This is an optimization exercise on Yosys and OpenROAD, whose aim is small area, a short achievable clock period and few clock cycles, not a production implementation. Only simulation tests tie the RTL to the original design; equivalence was not proved. No run shown here takes its clock network from TritonCTS; it comes from the design's own scripts or RTL. The clock input has no modelled driver; a real chip could not lean on it and would need a root buffer or a full tree. Power is estimated from default activity; no workload was simulated.

## flow/standard.sh

```bash
#!/bin/bash
# synth_recipe.tcl (not shown) runs the flow's synth.tcl, then flattens the netlist and writes it again
# the make line also repeats each setting of config.mk as NAME=value (left out here)
make -C /OpenROAD-flow-scripts/flow DESIGN_CONFIG=/design/flow/config.mk WORK_HOME=/design/flow/orfs CLKGATE_MAP_FILE= SYNTH_SCRIPT=/design/flow/synth_recipe.tcl "${@:-finish}"
```

## flow/constraint.sdc

```tcl
create_clock -name core_clock -period 10.0 [get_ports {clk}]
set_input_delay 2.0000 -clock core_clock [delete_from_list [all_inputs] [get_ports {clk}]]
set_output_delay 2.0000 -clock core_clock [all_outputs]
set_load 0.01 [all_outputs]
```

## flow/design.v

```verilog
module frame_ctrl (
    input  wire       clk,
    input  wire       rst,         
    input  wire       rx_valid,
    input  wire [7:0] rx_data,
    output wire       rx_ready,
    output reg        ev_valid,
    output reg  [2:0] ev_kind,
    output reg  [7:0] ev_a,
    output reg  [7:0] ev_b,
    output reg  [1:0] mode,
    output reg        collect,
    output reg        edge_ie,
    output reg  [2:0] alarm
);
    localparam [2:0] EV_CMD    = 3'd1,
                     EV_NOCHAR = 3'd2,
                     EV_TH     = 3'd3,
                     EV_F      = 3'd4,
                     EV_DIAG   = 3'd5,
                     EV_DROP   = 3'd6;
    localparam [1:0] M_IDLE = 2'd0,
                     M_TH   = 2'd1,
                     M_F    = 2'd2;
    localparam [2:0] G_START = 3'd0,    
                     G_NUM1  = 3'd1,    
                     G_SPACE = 3'd2,    
                     G_NUM2  = 3'd3,    
                     G_ERR   = 3'd4;    
    localparam [3:0] P_D0  = 4'd10,     
                     P_D1  = 4'd11,     
                     P_OK  = 4'd12,     
                     P_BAD = 4'd13;     
    localparam [7:0] SUM_INIT = 8'h53;
    assign rx_ready = 1'b1;
    reg       bv;
    reg [7:0] b;
    always @(posedge clk) begin
        bv <= rx_valid && !rst;
        b  <= rx_data;
    end
    reg [4:0] len;             
    reg       cmdp;            
    reg [3:0] ph;              
    reg [7:0] sum;             
    reg [2:0] gst;             
    reg       snap;            
    reg [7:0] acc;             
    wire [3:0] d      = b[3:0];
    wire is_term = (b == 8'h0D) || (b == 8'h0A);
    wire is_dig  = (b[7:4] == 4'h3) && (d <= 4'd9);
    wire is_sp   = (b == 8'h20);
    wire is_C    = (b == 8'h43);
    wire is_H    = (b == 8'h48);
    wire is_E    = (b == 8'h45);
    wire is_K    = (b == 8'h4B);
    wire is_S    = (b == 8'h53);
    wire is_U    = (b == 8'h55);
    wire is_M    = (b == 8'h4D);
    wire is_D    = (b == 8'h44);
    wire is_col  = (b == 8'h3A);
    wire first  = ~|len;
    wire len_lt4 = ~|len[4:2];
    wire len_4   = (len == 5'd4);
    wire len_max = (len == 5'd23);
    wire fend    = is_term || len_max;        
    wire       acc_ovf = (acc > 8'd25) || (acc == 8'd25 && d > 4'd5);
    wire [7:0] acc_dec = acc_ovf ? 8'd255
                       : {acc[4:0], 3'd0} + {2'd0, acc[4:0], 1'b0} + {4'd0, d};
    wire       acc_eq  = (acc == sum);
    wire found = ph[3] && (ph[2] || ph[1]);   
    reg [3:0] ph_n;
    always @(*) begin
        ph_n = is_sp ? 4'd1 : 4'd0;
        case (ph)
        4'd0: ;
        4'd1: if (is_C) ph_n = 4'd2;
        4'd2: if (is_H) ph_n = 4'd3;
        4'd3: if (is_E) ph_n = 4'd4;
        4'd4: if (is_C) ph_n = 4'd5;
        4'd5: if (is_K) ph_n = 4'd6;
        4'd6: if (is_S) ph_n = 4'd7;
        4'd7: if (is_U) ph_n = 4'd8;
        4'd8: if (is_M) ph_n = 4'd9;
        4'd9: if (is_col) ph_n = P_D0;
        P_D0: ph_n = is_dig ? P_D1 : P_BAD;
        P_D1: ph_n = is_dig ? (acc_ovf ? P_BAD : P_D1) : (acc_eq ? P_OK : P_BAD);
        default: ph_n = ph;
        endcase
    end
    reg cmd_hit;
    always @(*) begin
        case (len[1:0])
        2'd0: cmd_hit = is_C;
        2'd1: cmd_hit = is_M;
        2'd2: cmd_hit = is_D;
        default: cmd_hit = is_col;
        endcase
    end
    function accept;
        input [2:0] g;
        input [1:0] m;
        begin
            accept = (m == M_TH && g == G_NUM2) || (m == M_F && g == G_NUM1);
        end
    endfunction
    wire is_cmd = cmdp && !len_lt4;
    wire has_ch = is_cmd && !len_4;
    wire ck_ok  = (ph == P_OK) || (ph == P_D1 && acc_eq);
    wire pl_ok  = found ? (ck_ok && snap) : accept(gst, mode);
    reg [2:0] kind;
    always @(*) begin
        if (is_cmd)
            kind = has_ch ? EV_CMD : EV_NOCHAR;
        else if (found && !ck_ok)
            kind = EV_DIAG;
        else if (pl_ok)
            kind = (mode == M_TH) ? EV_TH : EV_F;
        else
            kind = EV_DROP;
    end
    reg [1:0] mode_n;
    reg       collect_n;
    reg [2:0] alarm_n;
    always @(*) begin
        mode_n    = mode;
        collect_n = collect;
        alarm_n   = alarm;
        if (bv && is_term && has_ch) begin
            case (ev_a)
            8'h53: collect_n  = 1'b1;    
            8'h45: collect_n  = 1'b0;    
            8'h41: mode_n     = M_TH;    
            8'h42: mode_n     = M_F;     
            8'h31: alarm_n[0] = 1'b1;    
            8'h32: alarm_n[1] = 1'b1;
            8'h33: alarm_n[2] = 1'b1;
            8'h34: alarm_n[0] = 1'b0;    
            8'h35: alarm_n[1] = 1'b0;
            8'h36: alarm_n[2] = 1'b0;
            default: ;
            endcase
        end
    end
    always @(posedge clk) begin
        if (rst) begin
            len      <= 5'd0;
            ph       <= 4'd0;
            sum      <= SUM_INIT;
            gst      <= G_START;
            ev_valid <= 1'b0;
            mode     <= M_IDLE;
            collect  <= 1'b0;
            edge_ie  <= 1'b0;
            alarm    <= 3'd0;
        end else begin
            ev_valid <= bv && is_term && !first;
            mode     <= mode_n;
            collect  <= collect_n;
            edge_ie  <= collect_n && (mode_n == M_F);
            alarm    <= alarm_n;
            if (bv) begin
                if (fend) begin
                    len <= 5'd0;
                    ph  <= 4'd0;
                    sum <= SUM_INIT;
                    gst <= G_START;
                end else begin
                    len <= len + 5'd1;
                    ph  <= ph_n;
                    if (!found)
                        sum <= sum + b;
                    case (gst)
                    G_START: gst <= is_dig ? G_NUM1 : G_ERR;
                    G_NUM1:  if (!is_dig) gst <= is_sp ? G_SPACE : G_ERR;
                    G_SPACE: if (is_dig) gst <= G_NUM2;
                             else if (!is_sp) gst <= G_ERR;
                    G_NUM2:  if (!is_dig) gst <= G_ERR;
                    default: gst <= G_ERR;
                    endcase
                end
            end
        end
    end
    always @(posedge clk) begin
        if (bv) begin
            if (is_term) begin
                if (!first) begin
                    ev_kind <= kind;
                    if (!has_ch && !pl_ok)
                        ev_a <= 8'd0;
                    else if (!is_cmd && !found && mode == M_F)
                        ev_a <= acc;
                    if (is_cmd || !pl_ok || mode != M_TH)
                        ev_b <= 8'd0;
                    else if (!found)
                        ev_b <= acc;
                end
            end else if (!len_max) begin
                if (len_lt4)
                    cmdp <= (first || cmdp) && cmd_hit;
                if (len_4 && cmdp)
                    ev_a <= b;
                if (!found && is_sp)
                    snap <= accept(gst, mode);
                if (is_dig) begin
                    if (gst == G_START || gst == G_SPACE || ph == P_D0)
                        acc <= {4'd0, d};
                    else if (gst == G_NUM1 || gst == G_NUM2 || ph == P_D1)
                        acc <= acc_dec;
                end else begin
                    if (gst == G_NUM1 && is_sp)
                        ev_a <= acc;
                    if (gst == G_NUM2)
                        ev_b <= acc;
                end
            end
        end
    end
endmodule
```

## flow/config.mk

```make
export PLATFORM = sky130hd
export DESIGN_NAME = frame_ctrl
export DESIGN_NICKNAME = frame_ctrl
export VERILOG_FILES = /design/flow/design.v
export SDC_FILE = /design/flow/constraint.sdc
export NUM_CORES = 4
export LEC_CHECK = 0
export CAP_MARGIN = 20
export CORE_MARGIN = 2
export CORE_UTILIZATION = 30
export PLACE_DENSITY = 0.5
export SLEW_MARGIN = 20
```

## flow/flow/clktree.tcl

```tcl
set ngroups 4
if {[info exists ::env(CLKTREE_GROUPS)]} { set ngroups $::env(CLKTREE_GROUPS) }
set block [ord::get_db_block]
set sinks {}
set cts_insts {}
foreach inst [$block getInsts] {
  set name [$inst getName]
  if {[string match "clkbuf_*" $name] || [string match "clkload*" $name]} {
    lappend cts_insts $inst
    continue
  }
  foreach it [$inst getITerms] {
    set net [$it getNet]
    if {$net ne "NULL" && [$it isInputSignal] && [$net getSigType] eq "CLOCK"} {
      set bb [[$it getInst] getBBox]
      lappend sinks [list $it [expr {([$bb xMin] + [$bb xMax]) / 2}] [expr {([$bb yMin] + [$bb yMax]) / 2}]]
    }
  }
}
set old_nets {}
foreach inst $cts_insts {
  foreach it [$inst getITerms] {
    set net [$it getNet]
    if {$net ne "NULL" && [$net getName] ne "clk"} { lappend old_nets $net }
  }
  odb::dbInst_destroy $inst
}
foreach s $sinks { [lindex $s 0] disconnect }
foreach net [lsort -unique $old_nets] {
  if {[llength [$net getITerms]] == 0} { odb::dbNet_destroy $net }
}

# split into groups: by x into halves, then (for 4) each half by y
proc split2 {lst key} {
  set s [lsort -integer -index $key $lst]
  set h [expr {[llength $s] / 2}]
  return [list [lrange $s 0 [expr {$h - 1}]] [lrange $s $h end]]
}
if {$ngroups == 1} {
  set groups [list $sinks]
} elseif {$ngroups == 2} {
  set groups [split2 $sinks 1]
} else {
  set groups {}
  foreach half [split2 $sinks 1] { foreach q [split2 $half 2] { lappend groups $q } }
}

set clknet [$block findNet clk]
set master [[ord::get_db] findMaster sky130_fd_sc_hd__clkbuf_16]
set i 0
foreach g $groups {
  set buf [odb::dbInst_create $block $master clkbuf_root_$i]
  set net [odb::dbNet_create $block clknet_root_$i]
  $net setSigType CLOCK
  [$buf findITerm A] connect $clknet
  [$buf findITerm X] connect $net
  set xs 0; set ys 0
  foreach s $g {
    [lindex $s 0] connect $net
    set xs [expr {$xs + [lindex $s 1]}]
    set ys [expr {$ys + [lindex $s 2]}]
  }
  set n [llength $g]
  $buf setLocation [expr {$xs / $n}] [expr {$ys / $n}]
  $buf setPlacementStatus PLACED
  puts "clktree: clkbuf_root_$i drives $n clock pins"
  incr i
}
puts "clktree: removed [llength $cts_insts] CTS cells"
detailed_placement
estimate_parasitics -placement
report_clock_skew
```

## flow/flow/run.sh

```bash
#!/bin/bash
# Layout with the standard flow (standard.sh, all steps), changed in how
# the layout is made only:
#  * the ports get buf_2 buffers (BUFFER_PORTS_ARGS),
#  * repair_timing aims at a shorter period than the clock's (the setup
#    slack margin), so the layout is sized for speed,
#  * after CTS, flow/clktree.tcl replaces the clock tree by one level of
#    four clkbuf_16, each driving a quarter of the registers.
# The full output of the flow goes to standard.log in this folder.
set -euo pipefail
export BUFFER_PORTS_ARGS="-buffer_cell sky130_fd_sc_hd__buf_2"
export SETUP_SLACK_MARGIN=7.2
export CLKTREE_GROUPS=4
export POST_CTS_TCL="$PWD/flow/clktree.tcl"
bash standard.sh > standard.log 2>&1
```

==> results.ini, run 1 <==
[status]
status=timing/DRC/antenna clean

[global_route]
grt_first_pass_wirelength_um=17800
grt_pass1_vias=3389
grt-ovfl-total=0
antenna_found_initial=0
grt_usage_pct=15.3
grt_max_degree=29

[hold_path]
hp-class=reg2reg
worstHoldPathCells=2

[placement]
place.detailed.hpwl_um=7990
portBuffers=37
gp_congestion=0.842

[worst_setup_path]
crit_arrival_ps=730
cp-end-kind=output pin
crit_family=flip-flops
reg2reg_depth=5
cp_slowest_cell=edfxtp_1
path_depth=1
path_class=reg2out
path_buf_inv=1
critPathMaxFanout=2
worstPathCellList=buf_2
start_kind=flop
required_ps=8000
cpPeakStageDelay_ps=420

[logic_synthesis]
synth_top_family_by_area=simple AND/OR/NAND/NOR gates
ys_seq_elements=66
seq_area_frac_synth_pct=38.5
yosysTopAreaCell=edfxtp_1
syn_avg_cell_area_um2=9.33
synth_compound_area_share_pct=19.9
syn_inst=449
synthTopCellsByArea=edfxtp_1 (21%), dfxtp_1 (18%), ha_1 (6.0%)
synth-simple-area-share_pct=22.1
yosysTopAreaCellShare_pct=20.8
synth_nets=483
syn_area_mm2=0.00419
ys_warn_count=1
synth_common_cells=nor2_1 (43), dfxtp_1 (37), a21oi_1 (36)
ys.flop_type=dfxtp_1
synth_most_common_cell=nor2_1
synth.distinct_cells=74
muxShareOfSynthArea_pct=2.15
synth_edf_count=29
synthXorXnorAreaFrac_pct=4.60
synthAdderAreaFrac_pct=7.41
async_reset_ff_share_pct=0

[power]
power_density_mw_per_mm2=108
internal-power_uw=390
clockPowerShare_pct=28.8
power_switching_uw=121
power_leakage_uw=0.00178
power_frac_comb_pct=12.8
switching_share_pct=23.7
seqPwrFrac_pct=58.4
ir_worst_vdd_v=0.0000608

[timing]
fin_skew_ps=4.97
relSlewSlack_pct=41.2
hold_viol=0
setup_viol_count_final=0
finalMaxSlewViolations=0
grt_setup_unrepaired=no
fin_crit_ps=2730
fmax_ghz=0.366
post-route-period-util_pct=27.3
setup_tns_ps=0
worstMarginPinSlew_ps=881

[die]
dieArea_mm2=0.0149
start_util_pct=30.4
io_pins=39
core_area_mm2=0.0138
row_count=43
die_height_um=122
fp.dieW_um=122

[detailed_routing]
route.vias.total=3482
postRouteAntennaNets=0
routed_via_density=5.27
finalWirelength_um=11200
wl_per_cell_um=16.9
first_iter_violations=356
drtPass1Iterations=4
route.detailed.drc=0

[clocking]
insertion_delay_ps=140
clock_sinks=66
clk_pin_slew_worst_paths_ps=80

[layout]
final_util_pct=34.4
area_delta_synth_final_pct=13.0
nNetsFinal=517
final_layout_size_suffix_gt1_share_pct=17.7
antenna-diode-count=0

[job]
max_cap_viol_count=0

flip-flops by register name, summed over array words and instances, names as in the netlist:
| register | cells |
|---|---|
| acc | 8 |
| b | 8 |
| ev_a | 8 |
| ev_b | 8 |
| sum | 8 |
| len | 5 |
| ph | 4 |
| alarm | 3 |
| ev_kind | 3 |
| gst | 3 |
| mode | 2 |
| bv | 1 |
| cmdp | 1 |
| collect | 1 |
| edge_ie | 1 |
| ev_valid | 1 |
| snap | 1 |
cell usage in the layout (no fill, tap or decap), types with 3 or more instances in the layout:
master / n
xor2_1: 18
dfxtp_2: 7
a31oi_1: 4
nand3b_1: 5
buf_4: 15
o22ai_1: 5
nor4_1: 7
nor2b_1: 13
nand4_1: 4
ha_1: 20
o21ai_0: 19
o21a_1: 6
nand2_1: 28
buf_2: 32
nor2_1: 43
nand2b_1: 11
or3b_2: 4
a211oi_1: 6
o31ai_1: 3
a21oi_1: 35
buf_6: 5
inv_1: 13
nand4b_1: 3
nor3_1: 17
dfxtp_1: 29
o2bb2ai_1: 8
a21o_1: 7
xnor2_1: 4
edfxtp_1: 29
fa_1: 3
clkbuf_16: 4
mux2i_1: 9
nand3_1: 9
a2bb2oi_1: 4
cell type report:
type	count	area [um^2]
Fill cell	1430	9040
Multi-Input combinational cell	346	2410
Sequential cell	66	1620
Timing Repair Buffer	52	329
Tap cell	180	225
Buffer	4	100
Inverter	13	48.8
logic make-up (layout without fill, tap and decap cells):
family          after synthesis  in the layout
compound gates              123            123
xor+xnor                     22             22
fa+ha+maj                    23             23
buf+inv                      37             69
flops                        66             66
mux                           9              9
other cells                   1              1
simple gates                168            168
layer usage:
layer | up-vias | GRT usage [%] | wire (um)
li1 | 1727 | - | -
met1 | 1658 | 20.0 | 5140
met2 | 84 | 25.1 | 5360
met3 | 13 | 2.57 | 429
met4 | 0 | 6.47 | 222
met5 | - | 0 | 0
stage by stage:
step / power [uW] / std cells / hold WS, ps / cell area (um^2) / setup slack, ps
after global routing: 531 / 661 / 520 / 4740 / 7210
after global placement: 366 / 645 / 463 / 4450 / 6840
final: 510 / 661 / 490 / 4740 / 7270
after detailed placement: 367 / 645 / 475 / 4450 / 6830
after floorplan: 352 / 449 / 466 / 4190 / 7300
power groups by stage:
stage / Sequential (uW) / Combinational, uW / Clock, uW
2_1_floorplan: 301 / 51.3 / 0
3_3_place_gp: 306 / 60.1 / 0
3_5_place_dp: 306 / 61.4 / 0
5_1_grt: 299 / 73.6 / 158
6_report: 298 / 65.4 / 147
final timing paths:
path,startpoint,end,slack [ps]
hold reg to reg,alarm[1],alarm[1],490
setup reg to reg,acc[2],ev_b[5],7370
setup / recovery,ev_a[1],ev_a[1],7270
hold / removal,alarm[1],alarm[1],490
Testbench counts, summed over its fixed seeds: cycles 31,996.
==> inputs of run 2 (changes only) <==
==> flow/design.v (replaced) <==
module frame_ctrl (
    input  wire       clk,
    input  wire       rst,         
    input  wire       rx_valid,
    input  wire [7:0] rx_data,
    output wire       rx_ready,
    output reg        ev_valid,
    output reg  [2:0] ev_kind,
    output reg  [7:0] ev_a,
    output reg  [7:0] ev_b,
    output reg  [1:0] mode,
    output reg        collect,
    output reg        edge_ie,
    output reg  [2:0] alarm
);
    localparam [2:0] EV_CMD    = 3'd1,
                     EV_NOCHAR = 3'd2,
                     EV_TH     = 3'd3,
                     EV_F      = 3'd4,
                     EV_DIAG   = 3'd5,
                     EV_DROP   = 3'd6;
    localparam [1:0] M_IDLE = 2'd0,
                     M_TH   = 2'd1,
                     M_F    = 2'd2;
    localparam [2:0] G_START = 3'd0,    
                     G_NUM1  = 3'd1,    
                     G_SPACE = 3'd2,    
                     G_NUM2  = 3'd3,    
                     G_ERR   = 3'd4;    
    localparam [7:0] SUM_INIT = 8'h53;
    assign rx_ready = 1'b1;
    reg       bv;
    reg [7:0] b;
    always @(posedge clk) begin
        bv <= rx_valid && !rst;
        b  <= rx_data;
    end
    reg [4:0] len;             
    reg       cmdp;            
    reg [9:1] mk;              
    reg       found;           
    reg [1:0] dst;             
    reg [7:0] sum;             
    reg       sc4;             
    reg [2:0] gst;             
    reg       snap;            
    reg [7:0] acc;             
    wire [3:0] d      = b[3:0];
    wire is_term = (b == 8'h0D) || (b == 8'h0A);
    wire is_dig  = (b[7:4] == 4'h3) && (d <= 4'd9);
    wire is_sp   = (b == 8'h20);
    wire is_C    = (b == 8'h43);
    wire is_H    = (b == 8'h48);
    wire is_E    = (b == 8'h45);
    wire is_K    = (b == 8'h4B);
    wire is_S    = (b == 8'h53);
    wire is_U    = (b == 8'h55);
    wire is_M    = (b == 8'h4D);
    wire is_D    = (b == 8'h44);
    wire is_col  = (b == 8'h3A);
    wire first  = ~|len;
    wire len_lt4 = ~|len[4:2];
    wire len_4   = (len == 5'd4);
    wire len_max = (len == 5'd23);
    wire fend    = is_term || len_max;        
    wire       acc_ovf = (acc > 8'd25) || (acc == 8'd25 && d > 4'd5);
    wire [7:0] acc_dec = acc_ovf ? 8'd255
                       : {acc[4:0], 3'd0} + {2'd0, acc[4:0], 1'b0} + {4'd0, d};
    wire       acc_eq  = (acc == sum);
    wire [7:0] sb = found ? 8'd0 : b;
    wire [8:0] sc;
    wire [7:0] sum_add;
    assign sc[0] = 1'b0;
    assign sc[4] = sc4;
    genvar gi;
    generate for (gi = 0; gi < 8; gi = gi + 1) begin : g_sum
        assign sum_add[gi] = sum[gi] ^ sb[gi] ^ sc[gi];
        if (gi != 3)
            assign sc[gi+1] = (sum[gi] & sb[gi]) | (sum[gi] & sc[gi]) | (sb[gi] & sc[gi]);
    end endgenerate
    wire sc4_n = (sum[3] & sb[3]) | (sum[3] & sc[3]) | (sb[3] & sc[3]);
    localparam [1:0] D_NONE = 2'd0,    
                     D_RUN  = 2'd1,    
                     D_OK   = 2'd2,    
                     D_BAD  = 2'd3;    
    reg [1:0] dst_n;
    always @(*) begin
        case (dst)
        D_NONE: dst_n = is_dig ? D_RUN : D_BAD;
        D_RUN:  dst_n = is_dig ? (acc_ovf ? D_BAD : D_RUN) : (acc_eq ? D_OK : D_BAD);
        default: dst_n = dst;
        endcase
    end
    reg cmd_hit;
    always @(*) begin
        case (len[1:0])
        2'd0: cmd_hit = is_C;
        2'd1: cmd_hit = is_M;
        2'd2: cmd_hit = is_D;
        default: cmd_hit = is_col;
        endcase
    end
    function accept;
        input [2:0] g;
        input [1:0] m;
        begin
            accept = (m == M_TH && g == G_NUM2) || (m == M_F && g == G_NUM1);
        end
    endfunction
    wire is_cmd = cmdp && !len_lt4;
    wire has_ch = is_cmd && !len_4;
    wire ck_ok  = (dst == D_OK) || (dst == D_RUN && acc_eq);
    wire pl_ok  = found ? (ck_ok && snap) : accept(gst, mode);
    reg [2:0] kind;
    always @(*) begin
        if (is_cmd)
            kind = has_ch ? EV_CMD : EV_NOCHAR;
        else if (found && !ck_ok)
            kind = EV_DIAG;
        else if (pl_ok)
            kind = (mode == M_TH) ? EV_TH : EV_F;
        else
            kind = EV_DROP;
    end
    reg [1:0] mode_n;
    reg       collect_n;
    reg [2:0] alarm_n;
    always @(*) begin
        mode_n    = mode;
        collect_n = collect;
        alarm_n   = alarm;
        if (bv && is_term && has_ch) begin
            case (ev_a)
            8'h53: collect_n  = 1'b1;    
            8'h45: collect_n  = 1'b0;    
            8'h41: mode_n     = M_TH;    
            8'h42: mode_n     = M_F;     
            8'h31: alarm_n[0] = 1'b1;    
            8'h32: alarm_n[1] = 1'b1;
            8'h33: alarm_n[2] = 1'b1;
            8'h34: alarm_n[0] = 1'b0;    
            8'h35: alarm_n[1] = 1'b0;
            8'h36: alarm_n[2] = 1'b0;
            default: ;
            endcase
        end
    end
    reg rst_q;
    always @(posedge clk)
        rst_q <= rst;
    always @(posedge clk) begin
        if (rst) begin
            ev_valid <= 1'b0;
            mode     <= M_IDLE;
            collect  <= 1'b0;
            edge_ie  <= 1'b0;
            alarm    <= 3'd0;
        end else begin
            ev_valid <= bv && is_term && !first;
            mode     <= mode_n;
            collect  <= collect_n;
            edge_ie  <= collect_n && (mode_n == M_F);
            alarm    <= alarm_n;
        end
    end
    always @(posedge clk) begin
        if (rst_q || (bv && fend)) begin
            len <= 5'd0;
            mk  <= 9'd0;
            found <= 1'b0;
            sum <= SUM_INIT;
            sc4 <= 1'b0;
            gst <= G_START;
        end else if (bv) begin
            len <= len + 5'd1;
            if (!found) begin
                mk <= {mk[8] & is_M, mk[7] & is_U, mk[6] & is_S, mk[5] & is_K,
                       mk[4] & is_C, mk[3] & is_E, mk[2] & is_H, mk[1] & is_C, is_sp};
                found <= mk[9] & is_col;
                dst   <= D_NONE;
            end else
                dst <= dst_n;
            sum <= sum_add;
            sc4 <= sc4_n;
            case (gst)
            G_START: gst <= is_dig ? G_NUM1 : G_ERR;
            G_NUM1:  if (!is_dig) gst <= is_sp ? G_SPACE : G_ERR;
            G_SPACE: if (is_dig) gst <= G_NUM2;
                     else if (!is_sp) gst <= G_ERR;
            G_NUM2:  if (!is_dig) gst <= G_ERR;
            default: gst <= G_ERR;
            endcase
        end
    end
    wire byte_in = bv && !is_term && !len_max;      
    wire ev_end  = bv && is_term && !first;         
    wire pl_acc  = !is_cmd && !found && pl_ok;      
    wire a_b     = byte_in && len_4 && cmdp;
    wire a_acc   = (byte_in && gst == G_NUM1 && is_sp) ||
                   (ev_end && pl_acc && mode == M_F);
    wire a_keep  = ev_end ? (has_ch || (!is_cmd && pl_ok && (found || mode == M_TH)))
                          : !(a_b || a_acc);
    wire b_acc   = (byte_in && gst == G_NUM2 && !is_dig) ||
                   (ev_end && pl_acc && mode == M_TH);
    wire b_keep  = ev_end ? (!is_cmd && found && pl_ok && mode == M_TH)
                          : !b_acc;
    always @(posedge clk) begin
        ev_kind <= kind;
        ev_a    <= ({8{a_b}} & b) | ({8{a_acc}} & acc) | ({8{a_keep}} & ev_a);
        ev_b    <= ({8{b_acc}} & acc) | ({8{b_keep}} & ev_b);
    end
    always @(posedge clk) begin
        if (byte_in) begin
            if (len_lt4)
                cmdp <= (first || cmdp) && cmd_hit;
            if (!found && is_sp)
                snap <= accept(gst, mode);
            if (is_dig) begin
                if (gst == G_START || gst == G_SPACE || (found && dst == D_NONE))
                    acc <= {4'd0, d};
                else if (gst == G_NUM1 || gst == G_NUM2 || (found && dst == D_RUN))
                    acc <= acc_dec;
            end
        end
    end
endmodule
--- a/flow/flow/run.sh
+++ b/flow/flow/run.sh
@@ -9,7 +9,7 @@
 # The full output of the flow goes to standard.log in this folder.
 set -euo pipefail
 export BUFFER_PORTS_ARGS="-buffer_cell sky130_fd_sc_hd__buf_2"
-export SETUP_SLACK_MARGIN=7.2
+export SETUP_SLACK_MARGIN=7.0
 export CLKTREE_GROUPS=4
 export POST_CTS_TCL="$PWD/flow/clktree.tcl"
 bash standard.sh > standard.log 2>&1
==> results.ini, run 2 <==
[status]
status=timing/DRC/antenna clean

[detailed_routing]
drtPass1Iterations=4
first_iter_violations=206
wl_per_cell_um=15.9
postRouteAntennaNets=0
route.detailed.drc=0
routed_via_density=5.00
route.vias.total=3098
finalWirelength_um=9880

[logic_synthesis]
seq_area_frac_synth_pct=40.5
async_reset_ff_share_pct=0
synth_top_family_by_area=simple AND/OR/NAND/NOR gates
synthXorXnorAreaFrac_pct=4.11
synth.distinct_cells=61
yosysTopAreaCell=dfxtp_1
yosysTopAreaCellShare_pct=31.6
ys_warn_count=1
ys.flop_type=dfxtp_1
synth_compound_area_share_pct=19.1
synthTopCellsByArea=dfxtp_1 (32%), edfxtp_1 (8.9%), ha_1 (4.3%)
syn_area_mm2=0.00405
syn_avg_cell_area_um2=9.63
synth_most_common_cell=dfxtp_1
synth_edf_count=12
ys_seq_elements=76
synth_common_cells=dfxtp_1 (64), nor2_1 (44), inv_1 (28)
muxShareOfSynthArea_pct=1.48
syn_inst=421
synthAdderAreaFrac_pct=8.27
synth-simple-area-share_pct=19.9
synth_nets=454

[worst_setup_path]
required_ps=8000
cp_slowest_cell=dfxtp_1
start_kind=flop
worstPathCellList=buf_2
worstReg2RegEnd=acc[6]
path_buf_inv=1
crit_arrival_ps=740
path_depth=1
reg2reg_depth=6
r2r_setup_slack_ps=7300
cpPeakStageDelay_ps=430
path_class=reg2out
startpoint=mode[0]
critical_path.endpoint=mode[0]
cp-end-kind=output pin
crit_family=flip-flops
r2r_start=b[3]
critPathMaxFanout=7

[power]
ir_worst_vdd_v=0.0000638
power_leakage_uw=0.00168
power_density_mw_per_mm2=129

[job]
max_cap_viol_count=0

[layout]
antenna-diode-count=0
layout.area.seq_mm2=0.00164
multiInputGateArea_mm2=0.00215
largest_reg_flops=9
nFillCells=1410
final_layout_size_suffix_gt1_share_pct=15.1
nNetsFinal=479
final_cell_mix=dfxtp_1 (64), nor2_1 (44), buf_2 (37), inv_1 (28), nand2_1 (26)
area_delta_synth_final_pct=8.89
final_common_cell=dfxtp_1
regMostFlops=mk
final_util_pct=33.3

[timing]
fin_skew_ps=4.76
worstMarginPinSlew_ps=870
finalMaxSlewViolations=0
setup_tns_ps=0
relSlewSlack_pct=42.0
fmax_ghz=0.365
hold_viol=0
fin_crit_ps=2740
setup_viol_count_final=0
grt_setup_unrepaired=no
post-route-period-util_pct=27.4

[global_route]
antenna_found_initial=0
grt_pass1_vias=3090
grt_usage_pct=14.3
grt-ovfl-total=0
grt_first_pass_wirelength_um=16600
grt_max_degree=33

[placement]
gp_congestion=0.794
place.detailed.hpwl_um=7200
portBuffers=37

[clocking]
clock_sinks=76
insertion_delay_ps=150
clk_pin_slew_worst_paths_ps=80

[die]
io_pins=39
dieArea_mm2=0.0145
row_count=42
die_height_um=120
core_area_mm2=0.0132
start_util_pct=30.6
fp.dieW_um=120

[hold_path]
hp-class=reg2reg

## run 2: cells by family after synthesis
group | after synthesis
AND/OR/NAND/NOR | 148
XOR/XNOR | 19
AO/OA/AOI/OAI | 101
other | 1
adder cells (fa/ha/maj) | 22
buffers and inverters | 48
flip-flops | 76
multiplexers | 6
## run 2: where the power goes
part	leakage [uW]	switching [uW]	internal (uW)
clock network	0.0000493	80.3	72.7
registers	0.000632	19.6	324
logic	0.000999	40.2	30.6
total	0.00168	140	427
## run 2: tightest hold or removal path: stages, from the launching register on
cell,delay [ps]
dfxtp_1,320
nand2_1,50
a21oi_1,50
## run 2: per-layer routing
metal  GRT usage (%)  routed length (um)  up-vias
li1                -                   -     1547
met1            20.2                4900     1497
met2            23.4                4570       49
met3            2.22                 278        5
met4            2.98                 123        0
met5               0                   0        -
## run 2: through the flow
stage | cells | hold slack, ps | area [um^2] | worst slack (ps) | total power [uW]
global route | 620 | 498 | 4410 | 7160 | 597
global placement | 616 | 454 | 4310 | 7360 | 421
finish | 620 | 464 | 4410 | 7260 | 567
floorplan | 421 | 432 | 4050 | 7440 | 398
detailed placement | 616 | 453 | 4310 | 7320 | 421
## run 2: cell type report
type,instances,share of cell area [%]
inverters,28,2.38
plain buffers,4,2.27
multi-input cells,297,48.6
repair buffers,39,4.54
flip-flops and latches,76,37.2
well taps,176,4.99
## run 2: worst min-delay path by stage
stage                      from     to  slack [ps]  cells after the start
final                     mk[3]  mk[3]         460                      2
after global routing      mk[3]  mk[3]         500                      2
after detailed placement  mk[3]  mk[3]         450                      2
after global placement    mk[3]  mk[3]         450                      2
after floorplan           mk[3]  mk[3]         430                      2
Testbench counts of run 2, summed over its fixed seeds: cycles 31,996.
==> inputs of run 3 (changes only) <==
--- a/flow/design.v
+++ b/flow/design.v
@@ -45,6 +45,7 @@
     reg [2:0] gst;             
     reg       snap;            
     reg [7:0] acc;             
+    reg       m_th, m_f;       
     wire [3:0] d      = b[3:0];
     wire is_term = (b == 8'h0D) || (b == 8'h0A);
     wire is_dig  = (b[7:4] == 4'h3) && (d <= 4'd9);
@@ -104,13 +105,13 @@
         input [2:0] g;
         input [1:0] m;
         begin
-            accept = (m == M_TH && g == G_NUM2) || (m == M_F && g == G_NUM1);
+            accept = (m[0] && g == G_NUM2) || (m[1] && g == G_NUM1);
         end
     endfunction
     wire is_cmd = cmdp && !len_lt4;
     wire has_ch = is_cmd && !len_4;
     wire ck_ok  = (dst == D_OK) || (dst == D_RUN && acc_eq);
-    wire pl_ok  = found ? (ck_ok && snap) : accept(gst, mode);
+    wire pl_ok  = found ? (ck_ok && snap) : accept(gst, {m_f, m_th});
     reg [2:0] kind;
     always @(*) begin
         if (is_cmd)
@@ -118,7 +119,7 @@
         else if (found && !ck_ok)
             kind = EV_DIAG;
         else if (pl_ok)
-            kind = (mode == M_TH) ? EV_TH : EV_F;
+            kind = m_th ? EV_TH : EV_F;
         else
             kind = EV_DROP;
     end
@@ -126,7 +127,7 @@
     reg       collect_n;
     reg [2:0] alarm_n;
     always @(*) begin
-        mode_n    = mode;
+        mode_n    = {m_f, m_th};
         collect_n = collect;
         alarm_n   = alarm;
         if (bv && is_term && has_ch) begin
@@ -155,15 +156,23 @@
             collect  <= 1'b0;
             edge_ie  <= 1'b0;
             alarm    <= 3'd0;
+            m_th     <= 1'b0;
+            m_f      <= 1'b0;
         end else begin
             ev_valid <= bv && is_term && !first;
             mode     <= mode_n;
             collect  <= collect_n;
             edge_ie  <= collect_n && (mode_n == M_F);
             alarm    <= alarm_n;
-        end
-    end
-    always @(posedge clk) begin
+            m_th     <= (mode_n == M_TH);
+            m_f      <= (mode_n == M_F);
+        end
+    end
+    always @(posedge clk) begin
+        if (rst_q || (bv && (fend || !is_dig)))
+            acc <= 8'd0;
+        else if (bv)
+            acc <= acc_dec;
         if (rst_q || (bv && fend)) begin
             len <= 5'd0;
             mk  <= 9'd0;
@@ -197,12 +206,12 @@
     wire pl_acc  = !is_cmd && !found && pl_ok;      
     wire a_b     = byte_in && len_4 && cmdp;
     wire a_acc   = (byte_in && gst == G_NUM1 && is_sp) ||
-                   (ev_end && pl_acc && mode == M_F);
-    wire a_keep  = ev_end ? (has_ch || (!is_cmd && pl_ok && (found || mode == M_TH)))
+                   (ev_end && pl_acc && m_f);
+    wire a_keep  = ev_end ? (has_ch || (!is_cmd && pl_ok && (found || m_th)))
                           : !(a_b || a_acc);
     wire b_acc   = (byte_in && gst == G_NUM2 && !is_dig) ||
-                   (ev_end && pl_acc && mode == M_TH);
-    wire b_keep  = ev_end ? (!is_cmd && found && pl_ok && mode == M_TH)
+                   (ev_end && pl_acc && m_th);
+    wire b_keep  = ev_end ? (!is_cmd && found && pl_ok && m_th)
                           : !b_acc;
     always @(posedge clk) begin
         ev_kind <= kind;
@@ -214,13 +223,7 @@
             if (len_lt4)
                 cmdp <= (first || cmdp) && cmd_hit;
             if (!found && is_sp)
-                snap <= accept(gst, mode);
-            if (is_dig) begin
-                if (gst == G_START || gst == G_SPACE || (found && dst == D_NONE))
-                    acc <= {4'd0, d};
-                else if (gst == G_NUM1 || gst == G_NUM2 || (found && dst == D_RUN))
-                    acc <= acc_dec;
-            end
+                snap <= accept(gst, {m_f, m_th});
         end
     end
 endmodule
--- a/flow/flow/run.sh
+++ b/flow/flow/run.sh
@@ -9,7 +9,7 @@
 # The full output of the flow goes to standard.log in this folder.
 set -euo pipefail
 export BUFFER_PORTS_ARGS="-buffer_cell sky130_fd_sc_hd__buf_2"
-export SETUP_SLACK_MARGIN=7.0
+export SETUP_SLACK_MARGIN=7.2
 export CLKTREE_GROUPS=4
 export POST_CTS_TCL="$PWD/flow/clktree.tcl"
 bash standard.sh > standard.log 2>&1
==> results.ini, run 3 <==
[status]
status=timing/DRC/antenna clean

[die]
fp.dieW_um=117
start_util_pct=30.5
row_count=41
core_area_mm2=0.0126
io_pins=39
dieArea_mm2=0.0137
die_height_um=117

[global_route]
grt_pass1_vias=2929
grt_max_degree=44
grt_first_pass_wirelength_um=15600
grt-ovfl-total=0
grt_usage_pct=14.8
antenna_found_initial=0

[detailed_routing]
drtPass1Iterations=4
wl_met2_um=4250
postRouteAntennaNets=0
wl_met1_um=4880
first_iter_violations=192
wl_met3_um=275
route.detailed.drc=0
maxUsedRoutingLayer=met4
wl_per_cell_um=15.5
finalWirelength_um=9550
route.vias.total=3058
routed_via_density=4.96

[layout]
final_cell_mix=nor2_1 (57), dfxtp_1 (53), nand2_1 (35), buf_6 (19)
antenna-diode-count=0
nNetsFinal=480
final_common_cell=nor2_1
final_layout_size_suffix_gt1_share_pct=19.3
final_design_area_no_fill_mm2=0.00451
largest_reg_flops=9
regMostFlops=mk
area_delta_synth_final_pct=17.7

[power]
power_density_mw_per_mm2=122
ir_worst_vdd_v=0.0000718
power_leakage_uw=0.00174

[worst_setup_path]
worstPathCellList=buf_6
crit_family=flip-flops
path_buf_inv=1
r2r_start=acc[0]
worstReg2RegEnd=ev_b[7]
critPathMaxFanout=3
reg2reg_depth=6
path_class=reg2out
start_kind=flop
required_ps=8000
cp-end-kind=output pin
r2r_setup_slack_ps=7390
cp_slowest_cell=dfxtp_2
crit_arrival_ps=630
cpPeakStageDelay_ps=370

[logic_synthesis]
yosysTopAreaCellShare_pct=38.7
synth.distinct_cells=61
synth_edf_count=4
synth_common_cells=dfxtp_1 (74), nor2_1 (57), nand2_1 (35)
ys_seq_elements=78
ys.flop_type=dfxtp_1
syn_avg_cell_area_um2=9.34
yosysTopAreaCell=dfxtp_1
syn_inst=410
seq_area_frac_synth_pct=41.8
syn_area_mm2=0.00383
ys_warn_count=1
synth_nets=443
async_reset_ff_share_pct=0
synthTopCellsByArea=dfxtp_1 (39%), nor2_1 (5.6%), ha_1 (4.6%)
synth_most_common_cell=dfxtp_1

[timing]
setup_tns_ps=0
post-route-period-util_pct=26.3
relSlewSlack_pct=44.3
setup_viol_count_final=0
fmax_ghz=0.381
finalMaxSlewViolations=0
fin_ws_ps=7370
hold_ws_ps=457
grt_setup_unrepaired=no
hold_viol=0
fin_crit_ps=2630
worstMarginPinSlew_ps=836
fin_skew_ps=9.81

[job]
max_cap_viol_count=0

[hold_path]
hp-class=reg2reg
worstHoldStart=mk[6]
worstHoldPathCells=2
hold_path_end=mk[6]

[placement]
placed_area_mm2=0.00416
place.detailed.hpwl_um=6850
portBuffers=37
dp_slack_ps=7240
gp_congestion=0.811

[clocking]
clk_pin_slew_worst_paths_ps=90
insertion_delay_ps=150
clock_sinks=78

## run 3: cells by family after synthesis
family | Yosys count | share of synthesized area (%)
compound gates | 91 | 17.9
fa+ha+maj | 22 | 8.75
other cells | 1 | 0.0979
xor+xnor | 19 | 4.34
flops | 78 | 41.8
simple gates | 162 | 21.9
buf+inv | 30 | 3.33
mux | 7 | 1.86
## run 3: worst max-delay path by stage
stage            start      end  slack, ps  cells past startpoint
6_report       ev_a[7]  ev_a[7]       7370                      1
5_1_grt         acc[0]  ev_b[6]       7210                      6
3_5_place_dp    len[0]  mode[0]       7240                      8
3_3_place_gp    len[0]  edge_ie       7340                      7
2_1_floorplan      rst     m_th       7440                      2
## run 3: stage by stage
step / power [uW] / cells / utilization, %
after floorplan: 387 / 410 / -
after global placement: 404 / 603 / 33.1
after detailed placement: 405 / 603 / 33.1
after global routing: 581 / 617 / 35.9
final: 551 / 617 / 35.9
## run 3: layout make-up
class / instances / area [um^2]
Multi-Input combinational cell: 302 / 2110
Tap cell: 172 / 215
Buffer: 4 / 100
Fill cell: 1269 / 8060
Inverter: 13 / 52.6
Sequential cell: 78 / 1640
Timing Repair Buffer: 48 / 387
## run 3: tightest hold or removal path: cells and delay by family (launching register included)
kind               cells  cell delay [ps]
and+or+nand+nor        1               50
DFF                    1              320
AOI/OAI and AO/OA      1               50
## run 3: metal layers
layer / global-route usage (%) / vias up
met5: 0 / -
li1: - / 1533
met1: 21.1 / 1461
met3: 2.88 / 10
met4: 3.61 / 0
met2: 23.2 / 54
## run 3: report_power, final
part / switching, uW / leakage, uW / total, uW / internal (uW)
registers: 16.2 / 0.000655 / 337 / 320
clock network: 81.2 / 0.0000493 / 154 / 72.7
logic: 33.0 / 0.00104 / 60.8 / 27.8
Testbench counts of run 3, summed over its fixed seeds: cycles 31,996.

## what the ideal ports hide
How much do the figures lean on ideal ports? The routed layouts below were timed once more, with nothing changed but the port constraints. Step 1 (the two cells are an assumption about what drives the block):
set clk [get_ports {clk}]
set_driving_cell -lib_cell sky130_fd_sc_hd__clkbuf_16 $clk
set_driving_cell -lib_cell sky130_fd_sc_hd__buf_2 [delete_from_list [all_inputs] $clk]
Step 2 times the ports against the registers' clock, not the clock port: input delays grow and output delays shrink by t, the midpoint of the rising clock arrivals with the driver on. a / b / c = no drivers / after step 1 / after step 2; a / b = the first two.
run | t (ns) | setup slack, ns | worst hold slack (ns) | worst slew at a driven data input, ns
run 1 | 0.226 | 7.267 / 7.183 / 7.091 | 0.490 / 0.490 / 0.490 | 0.04
run 2 | 0.227 | 7.258 / 7.176 / 7.296 | 0.464 / 0.464 / 0.464 | 0.03
run 3 | 0.229 | 7.374 / 7.292 / 7.388 | 0.457 / 0.457 / 0.457 | 0.03
After both steps setup and hold are still met in every run listed. For run 1, which loses most, drivers alone change the setup slack by -0.084 ns; drivers and shift together by -0.176 ns.
